Background: an optimization exercise with open tools, aiming at small area, a short achievable clock period and few clock cycles. Do not read the settings as production practice.
Where RTL was checked, it was by simulation tests only, not by an equivalence proof against the original.
No activity file was given, so power comes from the tool's default toggle rates.

==> inputs of exp/onyx <==
==> flow/design.v (excerpt) <==
module rk_gpio (
    input              clk,
    input              rst,
    input              cmd_valid,
    output             cmd_ready,
    input      [31:0]  cmd_desc,
    input      [31:0]  cmd_data,
    output             rsp_valid,
    output     [2:0]   rsp_status,
    output     [31:0]  rsp_data,
    output             disp_valid,
    output     [7:0]   disp_irq,
    output             disp_exit,
    input      [63:0]  pad_in,
    output     [63:0]  pad_out,
    output     [63:0]  pad_oe,
    output     [63:0]  pull_en,
    output     [1:0]   bank_irq
);
Settings: LEC_CHECK=0, CAP_MARGIN=20, CORE_MARGIN=2, CORE_UTILIZATION=50, CTS_BUF_LIST=sky130_fd_sc_hd__clkbuf_16, CTS_CLUSTER_DIAMETER=100, CTS_CLUSTER_SIZE=20, SLEW_MARGIN=20; clock period 10.0 ns.
standard.sh (not shown) runs the stock make flow with config.mk's settings and CLKGATE_MAP_FILE= SYNTH_SCRIPT=/design/flow/synth_recipe.tcl, a recipe that flattens the netlist after the stock synthesis.
==> flow/flow/run.sh <==
#!/bin/bash
# The standard layout (the standard.sh, unchanged synthesis), with a timing
# repair target below the clock period, port buffers that are plain buffers,
# and cell sizing not held to the same footprint.
set -euo pipefail
bash standard.sh synth > synth.log 2>&1
bash standard.sh SETUP_SLACK_MARGIN=6.7 MATCH_CELL_FOOTPRINT=0 \
    "BUFFER_PORTS_ARGS=-buffer_cell sky130_fd_sc_hd__buf_1" finish > layout.log 2>&1
==> exp/nickel (differences from exp/onyx) <==
--- a/flow/design.v
+++ b/flow/design.v
@@ -116,29 +116,32 @@
             c_vipl  <= o_reg ? fa[0] : (fa[1] ^ fa[0]);
             c_vtm   <= fa[2];
             c_cm    <= o_wr | fa[0] | o_iack;
             dm      <= o_reg ? cmd_data : o_toirq ? {25'd0, 1'b1, pin[5:0]} : a_pm;
         end
     end
     reg [63:0] dir, dr, inten, inttype, intpol, pull, tmask, wake, saved, latch;
     reg [1:0]  clk_on;
+    reg [1:0]  sv_ok;            
     reg [63:0] env_q;            
     reg [63:0] s_prev;           
+    reg [1:0]  sup;              
     reg        eng_act;          
     reg        eng_acked;
     reg        rsp_v;
     reg [2:0]  rsp_st;
     reg [31:0] rsp_d;            
     reg        dsp_v, dsp_x;
     reg [5:0]  dsp_i;            
     reg [1:0]  birq_q;
     wire [63:0] pad = (dir & dr) | (~dir & env_q);
     wire [63:0] s   = ~(pad ^ intpol);
-    wire [63:0] lte = latch | (inten & inttype & ~s_prev & s);
+    wire [63:0] con = {{32{clk_on[1] & ~sup[1]}}, {32{clk_on[0] & ~sup[0]}}};
+    wire [63:0] lte = latch | (con & inten & inttype & ~s_prev & s);
     wire [63:0] isr = inten & ((inttype & lte) | (~inttype & s));
     wire go    = v_q & ~eng_act;
     wire bon   = c_bank ? clk_on[1] : clk_on[0];       
     wire gchk  = c_rgok | c_pgok | c_dmx;
     wire gated = (gchk & ~bon) | (c_susp & ~(&clk_on));
     wire [2:0] ex_st = (c_mal1 | c_mal2 | c_mal3) ? ST_MALFORMED : c_inv ? ST_INVREG :
                        c_rng ? ST_RANGE : c_pul ? ST_PULL : c_trg ? ST_TRIG :
                        gated ? ST_GATED : ST_OK;
@@ -210,33 +213,33 @@
                           ({32{r_ity[j]}} & inttype[j*32 +: 32]) | ({32{r_ipl[j]}} & intpol[j*32 +: 32]) |
                           ({32{r_isr[j]}} & isr[j*32 +: 32]) | ({32{r_pul[j]}} & pull[j*32 +: 32]);
             glev = glev | (r_lev[j] & (|(pad[j*32 +: 32] & dm)));
         end
     end
     wire [31:0] ex_d = rval | ({32{c_toirq}} & dm) | {31'd0, glev};
     wire [63:0] n_dir, n_dr, n_inten, n_inttype, n_intpol, n_pull, n_tmask,
                 n_wake, n_saved, n_latch;
-    wire [1:0]  n_clk_on, no_edge;
+    wire [1:0]  n_clk_on, n_sup, n_sv_ok;
     generate
         for (g = 0; g < 2; g = g + 1) begin : gb
             wire sel   = v_b[g] & ~eng_act;
             wire gsel  = sel & clk_on[g];                 
             wire w_dir = (gsel & c_w[0]) | rq;
             wire w_dr  = (gsel & c_w[1]) | rq;
             wire w_ien = (gsel & c_w[2]) | rq;
             wire w_ity = (gsel & c_w[3]) | rq;
             wire w_ipl = (gsel & c_w[4]) | rq;
             wire w_pul = (gsel & c_w[5]) | rq;
             wire w_clr = (gsel & c_w[6]) | rq;
             wire w_tm  = (gsel & c_w[7]) | rq;
             wire w_wk  = (sel  & c_w[8]) | rq;
-            wire susp  = go & c_susp & clk_on[g];
-            wire res   = go & c_res;
-            wire dmx   = x_dmx & (c_bank == g);
+            wire susp  = go & c_susp & clk_on[g] & ~rq;
+            wire res   = go & c_res & ~rq;
+            wire dmx   = x_dmx & (c_bank == g) & ~rq;
             wire [31:0] q_dir = dir[g*32 +: 32],   q_dr  = dr[g*32 +: 32];
             wire [31:0] q_ien = inten[g*32 +: 32], q_ity = inttype[g*32 +: 32];
             wire [31:0] q_ipl = intpol[g*32 +: 32], q_pul = pull[g*32 +: 32];
             wire [31:0] q_tm  = tmask[g*32 +: 32], q_wk  = wake[g*32 +: 32];
             wire [31:0] q_sv  = saved[g*32 +: 32], q_lte = lte[g*32 +: 32];
             wire [31:0] q_pad = pad[g*32 +: 32],   q_isr = isr[g*32 +: 32];
             wire [31:0] q_env = env_q[g*32 +: 32];
             wire [31:0] m_dir = {32{w_dir}} & md;
@@ -254,35 +257,37 @@
             assign n_dir[g*32 +: 32]     = (m_dir & V_sh)  | (~m_dir & q_dir);
             assign n_dr[g*32 +: 32]      = (m_dr  & V_sh)  | (~m_dr  & q_dr);
             assign n_inttype[g*32 +: 32] = (m_ity & V_ity) | (~m_ity & q_ity);
             assign n_intpol[g*32 +: 32]  = (m_dmx & ~q_pad) | (~m_dmx & d_icm);
             assign n_pull[g*32 +: 32]    = (m_pul & V_sh)  | (~m_pul & q_pul);
             assign n_tmask[g*32 +: 32]   = (m_tm & {32{c_vtm & ~rq}}) | (~m_tm & q_tm);
             assign n_wake[g*32 +: 32]    = (m_wk & V_sh) | (~m_wk & q_wk);
             assign n_inten[g*32 +: 32]   = susp ? q_wk :
-                                           res  ? (q_sv | (q_isr & q_wk)) :
+                                           res  ? (({32{sv_ok[g]}} & q_sv) | (q_isr & q_wk)) :
                                                   ((m_ien & V_sh) | (~m_ien & q_ien));
-            assign n_saved[g*32 +: 32]   = (susp | rq) ? (q_ien & {32{~rq}}) : q_sv;
+            assign n_saved[g*32 +: 32]   = susp ? q_ien : q_sv;
+            assign n_sv_ok[g]  = ~rq & (susp | sv_ok[g]);
             assign n_latch[g*32 +: 32]   = ~clr & q_lte;
             assign n_clk_on[g] = rq | res | (susp ? (|q_wk) : clk_on[g]);
-            assign no_edge[g]  = dmx | ~clk_on[g];
+            assign n_sup[g]    = dmx;
         end
     endgenerate
     wire v_n   = ready_q ? cmd_valid : (v_q & ~go);
     wire bank_n = ld ? (o_pin ? pin[5] : fb[0]) : c_bank;
     wire eng_n = dmx_go & multi;
     assign ld  = ~(eng_act & v_q);
     always @(posedge clk) begin
         env_q  <= pad_in;
-        s_prev <= s | {{32{no_edge[1]}}, {32{no_edge[0]}}};
+        s_prev <= s;
         birq_q <= rst ? 2'b00 : {|isr[63:32], |isr[31:0]};
         dir <= n_dir;  dr <= n_dr;  inten <= n_inten;  inttype <= n_inttype;
         intpol <= n_intpol;  pull <= n_pull;  tmask <= n_tmask;  wake <= n_wake;
-        saved <= n_saved;  latch <= n_latch;  clk_on <= n_clk_on;
+        saved <= n_saved;  latch <= n_latch;  clk_on <= n_clk_on;  sup <= n_sup;
+        sv_ok <= n_sv_ok;
         rsp_st <= eng_act ? ST_OK : ex_st;
         if (!eng_act)
             rsp_d  <= ex_d;
         dsp_x  <= top_x & ~(eng_act & eng_acked);
         dsp_i  <= {dbank, top};
         eng_acked <= (eng_act & eng_acked) | top_x;
         if (rst) begin
             ready_q <= 1'b1;
==> flow/flow/run.sh (replaced) <==
#!/bin/bash
# The standard layout (the standard.sh, unchanged synthesis), with a timing
# repair target below the clock period, port buffers that are plain buffers,
# and cell sizing not held to the same footprint.
set -euo pipefail
bash standard.sh synth > synth.log 2>&1
bash standard.sh SETUP_SLACK_MARGIN=6.8 MATCH_CELL_FOOTPRINT=0 \
    "BUFFER_PORTS_ARGS=-buffer_cell sky130_fd_sc_hd__buf_1" finish > layout.log 2>&1
==> comparison <==
Between exp/onyx and exp/nickel, the lower power is in exp/onyx (gap about 22%, measured against exp/nickel).
Non-clock buffer count: exp/nickel is higher than exp/onyx (115).
Of exp/onyx and exp/nickel, exp/nickel has the higher sequential power (gap about 9%, measured against exp/nickel).
Critical path depth is the same in exp/nickel and exp/onyx.
Testbench counts of exp/nickel, summed over its fixed seeds: cycles 5,593.
Only the layout flow was run in exp/onyx; the RTL was not checked for function there.


==> inputs of violet <==
rk_gpio, a different RTL version from the one above (not shown whole).
Design rk_gpio, start of the top module:
module rk_gpio (
    input              clk,
    input              rst,
    input              cmd_valid,
    output             cmd_ready,
    input      [31:0]  cmd_desc,
    input      [31:0]  cmd_data,
    output             rsp_valid,
    output     [2:0]   rsp_status,
    output     [31:0]  rsp_data,
    output             disp_valid,
    output     [7:0]   disp_irq,
    output             disp_exit,
    input      [63:0]  pad_in,
    output     [63:0]  pad_out,
    output     [63:0]  pad_oe,
    output     [63:0]  pull_en,
    output     [1:0]   bank_irq
);
    localparam ST_OK = 3'd0, ST_RANGE = 3'd1, ST_TRIG = 3'd2, ST_PULL = 3'd3,
               ST_MALFORMED = 3'd5, ST_INVREG = 3'd6, ST_GATED = 3'd7;
    reg [63:0] dir, dr, inten, inttype, intpol, pull, tmask, wake, saved, latch;
    reg [1:0]  clk_on;
    reg [63:0] env_q;            
    reg [63:0] s_prev;           
    reg [1:0]  sup;              
    reg        rst_q;            
    reg        ready_q;          
    reg        ld_q;             
    reg        v_q;              
    reg [31:0] dq, dd;           
    reg        eng_act;          
    reg        eng_bank, eng_acked;
    reg [4:0]  eng_ptr;          
    reg        rsp_v;
    reg [2:0]  rsp_st;
    reg [31:0] rsp_d;            
    reg        dsp_v, dsp_x;
    reg [5:0]  dsp_i;
    reg [1:0]  birq_q;
    wire [63:0] pad = (dir & dr) | (~dir & env_q);
    wire [63:0] s   = ~(pad ^ intpol);
    wire [63:0] con = {{32{clk_on[1] & ~sup[1]}}, {32{clk_on[0] & ~sup[0]}}};
    wire [63:0] lte = latch | (con & inten & inttype & ~s_prev & s);
    wire [63:0] isr = inten & ((inttype & lte) | (~inttype & s));
    wire [7:0]  op  = dq[31:24];
    wire [3:0]  fa  = dq[23:20];
    wire [3:0]  fz  = dq[19:16];
  ...
Settings: LEC_CHECK=0, CAP_MARGIN=20, CORE_MARGIN=2, CORE_UTILIZATION=50, SETUP_SLACK_MARGIN=5, SLEW_MARGIN=20; clock period 10.0 ns.
run.sh (not shown) runs the stock make flow with config.mk's settings and CLKGATE_MAP_FILE= SYNTH_SCRIPT=/design/flow/synth_recipe.tcl, a recipe that flattens the netlist after the stock synthesis.
Stock flow here: none of the scripts above is used.
==> onyx (differences from violet) <==
Settings changed: CAP_MARGIN 20 to 40, CORE_UTILIZATION 50 to 25.
==> qor summary <==
quantity	onyx	violet
Arrival time reported for the critical path endpoint	5580 ps	5600 ps
Worst hold slack across all endpoints	501 ps	487 ps
Register-to-Register Setup Slack	4890 ps	4830 ps
Status	finished clean	finished clean
Buffers outside the clock class	583	532
Count of standard-cell rows	160	113
Detailed placer's ending HPWL	198000 um	169000 um
M1 GR Usage	33.0%	63.3%
Critical path origin	sup[0]$_DFF_P_	dq[29]$_DFFE_PP_
Die span in y	440 um	312 um
Setup slack after layout	4890 ps	4830 ps
Clock skew	31.7 ps	26.3 ps
Number of gates resized after CTS	5	2
Static leakage	21.3 nW	20.8 nW
Power consumed by sequential cells	4.55 mW	4.52 mW
Relative slew slack	30.3%	12.0%
RSZ-0062 raised after global routing	no	yes
Function was not checked in any run of this note: the RTL went through the layout flow alone.

[static timing again, ports no longer ideal]
Ports are ideal in the flow. The routed layouts listed here were re-timed in OpenROAD.
Step 1, drivers: a clkbuf_16 drives clk and a buf_2 each remaining input, both assumed.
Step 2 also shifts input and output timing later by t, the mid clock arrival at the registers, as if the neighbouring blocks saw the same clock.
Slacks: no drivers / after step 1 / after step 2; pairs: no drivers / after step 1.
| run | shift t [ns] | slack for setup (ns) | worst register clock-pin slew, ns | worst slew at a driven data input, ns |
|---|---|---|---|---|
| exp/onyx | 0.758 | 6.402 / 6.402 / 5.956 | 0.10 / 0.10 | 0.06 |
| exp/nickel | 0.731 | 6.226 / 6.226 / 5.818 | 0.11 / 0.11 | 0.36 |
| violet | 0.815 | 4.833 / 4.833 / 4.833 | 0.07 / 0.07 | 0.06 |
| onyx | 0.864 | 4.887 / 4.887 / 4.887 | 0.07 / 0.07 | 0.08 |
After both steps setup and hold are still met in every run listed. For exp/onyx, which loses most, drivers alone change the setup slack by 0.000 ns; drivers and shift together by -0.446 ns.
